Context: an optimization exercise on an open-source flow, tuned for small area. The choices shown serve that exercise and are no tape-out recipe. At most, simulation tests tie the RTL to the original design; equivalence was not proved. Power and IR drop assume default switching activity.

// tse
module tse (
    input  wire        clk,
    input  wire        rst,
    input  wire        req,
    input  wire        req_we,
    input  wire [8:0]  req_addr,
    input  wire [31:0] req_wdata,
    output reg         rsp_valid,
    output reg         rsp_err,
    output reg  [31:0] rsp_rdata
);
Settings: LEC_CHECK=0, CAP_MARGIN=0, CORE_MARGIN=2, CORE_UTILIZATION=60, SLEW_MARGIN=0; clock period 20.0 ns.
standard.sh (not shown) runs the stock make flow with config.mk's settings and CLKGATE_MAP_FILE= SYNTH_SCRIPT=/design/flow/synth_recipe.tcl, a recipe that flattens the netlist after the stock synthesis.
==> flow/flow/run.sh <==
#!/bin/bash
# Standard ORFS layout (the standard.sh) with two changes:
#  - plain buf_1 cells as the port buffers instead of delay buffers;
#  - clock tree built from clkbuf_8 cells without dummy balancing loads.
set -euo pipefail
export BUFFER_PORTS_ARGS="-buffer_cell sky130_fd_sc_hd__buf_1"
export CTS_ARGS="-sink_clustering_enable -repair_clock_nets -dont_use_dummy_load -buf_list sky130_fd_sc_hd__clkbuf_8 -sink_clustering_size 16 -sink_clustering_max_diameter 55"
bash standard.sh finish > standard_flow.log 2>&1
The first run completed without violations.
Next try:
==> flow/flow/run.sh (replaced) <==
#!/bin/bash
# Standard ORFS layout (the standard.sh) with two changes:
#  - plain buf_1 cells as the port buffers instead of delay buffers;
#  - clock tree built from clkbuf_4 cells without dummy balancing loads.
set -euo pipefail
export BUFFER_PORTS_ARGS="-buffer_cell sky130_fd_sc_hd__buf_1"
export CTS_ARGS="-sink_clustering_enable -repair_clock_nets -dont_use_dummy_load -buf_list sky130_fd_sc_hd__clkbuf_4 -sink_clustering_size 10 -sink_clustering_max_diameter 40"
bash standard.sh finish > standard_flow.log 2>&1
Power is lower by 3.6%.
Final area went down by 0.50%.
Utilization is lower by 0.32 points.
Combinational power barely changes.
Sequential power is about the same.
Next try:
Settings changed: CORE_UTILIZATION 60 to 70, GPL_TIMING_DRIVEN set to 0.
Worst setup slack gains 0.084 ns.
Maximum frequency rises slightly.
Total power rises by a few percent.
Cell area rises slightly.
Sequential share of layout area falls by 0.56 points.

* * *

## run a
Another version of the RTL of tse (not shown whole).
For scale: ~1400 cells after synthesis, roughly 79 I/O pins, roughly 0.013 mm² of cells after synthesis.
clock: 20.0 ns
lec_check: 0
cap_margin: 20
core_margin: 2
core_utilization: 50
cts_buf_list: sky130_fd_sc_hd__clkbuf_4
cts_cluster_diameter: 40
cts_cluster_size: 10
slew_margin: 20
run.sh (not shown) runs the stock make flow with config.mk's settings and CLKGATE_MAP_FILE= SYNTH_SCRIPT=/design/flow/synth_recipe.tcl, a recipe that flattens the netlist after the stock synthesis.
Stock flow here: none of the scripts above is used.
Run a completed; timing, DRC and antenna clean
--- input diff run a..run b ---
- CTS_BUF_LIST changed from sky130_fd_sc_hd__clkbuf_4 to sky130_fd_sc_hd__clkbuf_8
- CTS_CLUSTER_DIAMETER changed from 40 to 50
- CTS_CLUSTER_SIZE changed from 10 to 16
==> flow/flow/run.sh (new file) <==
#!/bin/bash
# Standard ORFS layout (the standard.sh), with plain buf_1 cells as the
# port buffers instead of the delay buffers buffer_ports picks by default.
set -euo pipefail
export BUFFER_PORTS_ARGS="-buffer_cell sky130_fd_sc_hd__buf_1"
bash standard.sh finish > standard_flow.log 2>&1
==> flow/standard.sh (new file) <==
#!/bin/bash
# synth_recipe.tcl (not shown) runs the flow's synth.tcl, then flattens the netlist and writes it again
# the make line also repeats each setting of config.mk as NAME=value (left out here)
make -C /OpenROAD-flow-scripts/flow DESIGN_CONFIG=/design/flow/config.mk WORK_HOME=/design/flow/orfs CLKGATE_MAP_FILE= SYNTH_SCRIPT=/design/flow/synth_recipe.tcl "${@:-finish}"
removed: flow/run.sh
## What came out
Fraction of power consumed by combinational cells, run a and run b: smaller value in run b. Compared with run a, run b shows post-placement cell area lower by about 3.3%. Run b: post-route worst hold slack is 18 ps lower than what run a reported. [compare] base=run a new=run b: synthesis-to-finish area growth shows a reduction of 3.4 points; shortest period the worst path allows shows a reduction of 540 ps; relative area of clock buffers and inverters in the final design shows an increase of 0.34 points. The total power of run b falls short of that of run a by 0.0077 mW. [run b] global-route usage fell 0.30 points relative to run a.
No run of this note included a check of the RTL's function; only the layout flow was run.

* * *

Setup of rev 12:
tse, a different RTL version from the one above (not shown whole).
Size: about 1300 cells after synthesis, roughly 210 flip-flops, about 79 I/O pins.
==> flow/config.mk <==
export PLATFORM = sky130hd
export DESIGN_NAME = tse
export DESIGN_NICKNAME = tse
export VERILOG_FILES = /design/flow/design.v
export SDC_FILE = /design/flow/constraint.sdc
export NUM_CORES = 4
export LEC_CHECK = 0
export CAP_MARGIN = 20
export CORE_MARGIN = 2
export CORE_UTILIZATION = 50
export SLEW_MARGIN = 20
==> flow/constraint.sdc <==
create_clock -name core_clock -period 20.0 [get_ports {clk}]
set_input_delay 4.0000 -clock core_clock [delete_from_list [all_inputs] [get_ports {clk}]]
set_output_delay 4.0000 -clock core_clock [all_outputs]
set_load 0.01 [all_outputs]
standard.sh (not shown) runs the stock make flow with config.mk's settings and CLKGATE_MAP_FILE= SYNTH_SCRIPT=/design/flow/synth_recipe.tcl, a recipe that flattens the netlist after the stock synthesis.
==> flow/flow/run.sh <==
#!/bin/bash
# Standard ORFS layout (the standard.sh) with two changes:
#  - plain buf_1 cells as the port buffers instead of delay buffers;
#  - clock tree built from clkbuf_8 cells without dummy balancing loads.
set -euo pipefail
export BUFFER_PORTS_ARGS="-buffer_cell sky130_fd_sc_hd__buf_1"
export CTS_ARGS="-sink_clustering_enable -repair_clock_nets -dont_use_dummy_load -buf_list sky130_fd_sc_hd__clkbuf_8 -sink_clustering_size 16 -sink_clustering_max_diameter 50"
bash standard.sh finish > standard_flow.log 2>&1
#### Input delta (rev 13 over rev 12)
==> flow/flow/run.sh <==
#!/bin/bash
# Standard ORFS layout (the standard.sh) with two changes:
#  - plain buf_1 cells as the port buffers instead of delay buffers;
#  - clock tree built from clkbuf_4 cells without dummy balancing loads.
set -euo pipefail
export BUFFER_PORTS_ARGS="-buffer_cell sky130_fd_sc_hd__buf_1"
export CTS_ARGS="-sink_clustering_enable -repair_clock_nets -dont_use_dummy_load -buf_list sky130_fd_sc_hd__clkbuf_4 -sink_clustering_size 10 -sink_clustering_max_diameter 40"
bash standard.sh finish > standard_flow.log 2>&1
diff --git a/flow/config.mk b/flow/config.mk
--- a/flow/config.mk
+++ b/flow/config.mk
@@ -9,3 +9,3 @@
 export CORE_MARGIN = 2
-export CORE_UTILIZATION = 50
+export CORE_UTILIZATION = 60
 export SLEW_MARGIN = 20
[summary]
Sort rev 13 and rev 12 by time the worst path needs with I/O delays and setup desc -> top: rev 12. Rev 13 and rev 12 ended up with roughly the same area used by multi-input combinational logic. Summary: leakage dissipation, rev 13 better than rev 12. [compare] base=rev 12 new=rev 13: fmax grew by about 3%; die outline height now smaller; number of global-route vias before repair lost 288. Going from rev 12 to rev 13, final-layout clock buffer total shows an increase of 33%; fraction of power consumed by the clock network fell by 3.3 points.

re-timing with driven ports:
How much do the figures lean on ideal ports? The routed layouts below were timed once more, with nothing changed but the port constraints.
Step 1, drivers: a clkbuf_16 drives clk and a buf_2 each remaining input, both assumed.
Step 2 moves the port delays by t, midway between the first and last clock arrival at a register: inputs arrive t later, outputs are due t later. That takes back most of the time a late clock gives input paths.
Three values: ideal ports, drivers, drivers and shift; two values: the first two.
| run | t (ns) | setup slack, ns | worst hold slack (ns) | slew at the worst register clock pin (ns) |
|---|---|---|---|---|
| the first run of note 1 | 0.562 | 11.242 / 11.197 / 11.759 | 0.449 / 0.449 / 0.449 | 0.10 / 0.10 |
| the second run of note 1 | 0.752 | 11.087 / 11.042 / 11.794 | 0.402 / 0.402 / 0.402 | 0.12 / 0.12 |
| the third run of note 1 | 0.662 | 11.171 / 11.126 / 11.789 | 0.468 / 0.468 / 0.468 | 0.11 / 0.11 |
| run a | 0.706 | 10.925 / 10.877 / 11.582 | 0.487 / 0.487 / 0.487 | 0.11 / 0.11 |
| run b | 0.653 | 11.461 / 11.409 / 12.063 | 0.469 / 0.469 / 0.469 | 0.10 / 0.10 |
| rev 12 | 0.613 | 10.951 / 10.902 / 11.515 | 0.467 / 0.467 / 0.467 | 0.10 / 0.10 |
| rev 13 | 0.677 | 11.207 / 11.164 / 11.841 | 0.459 / 0.459 / 0.459 | 0.11 / 0.11 |
After both steps every run listed still meets setup and hold.
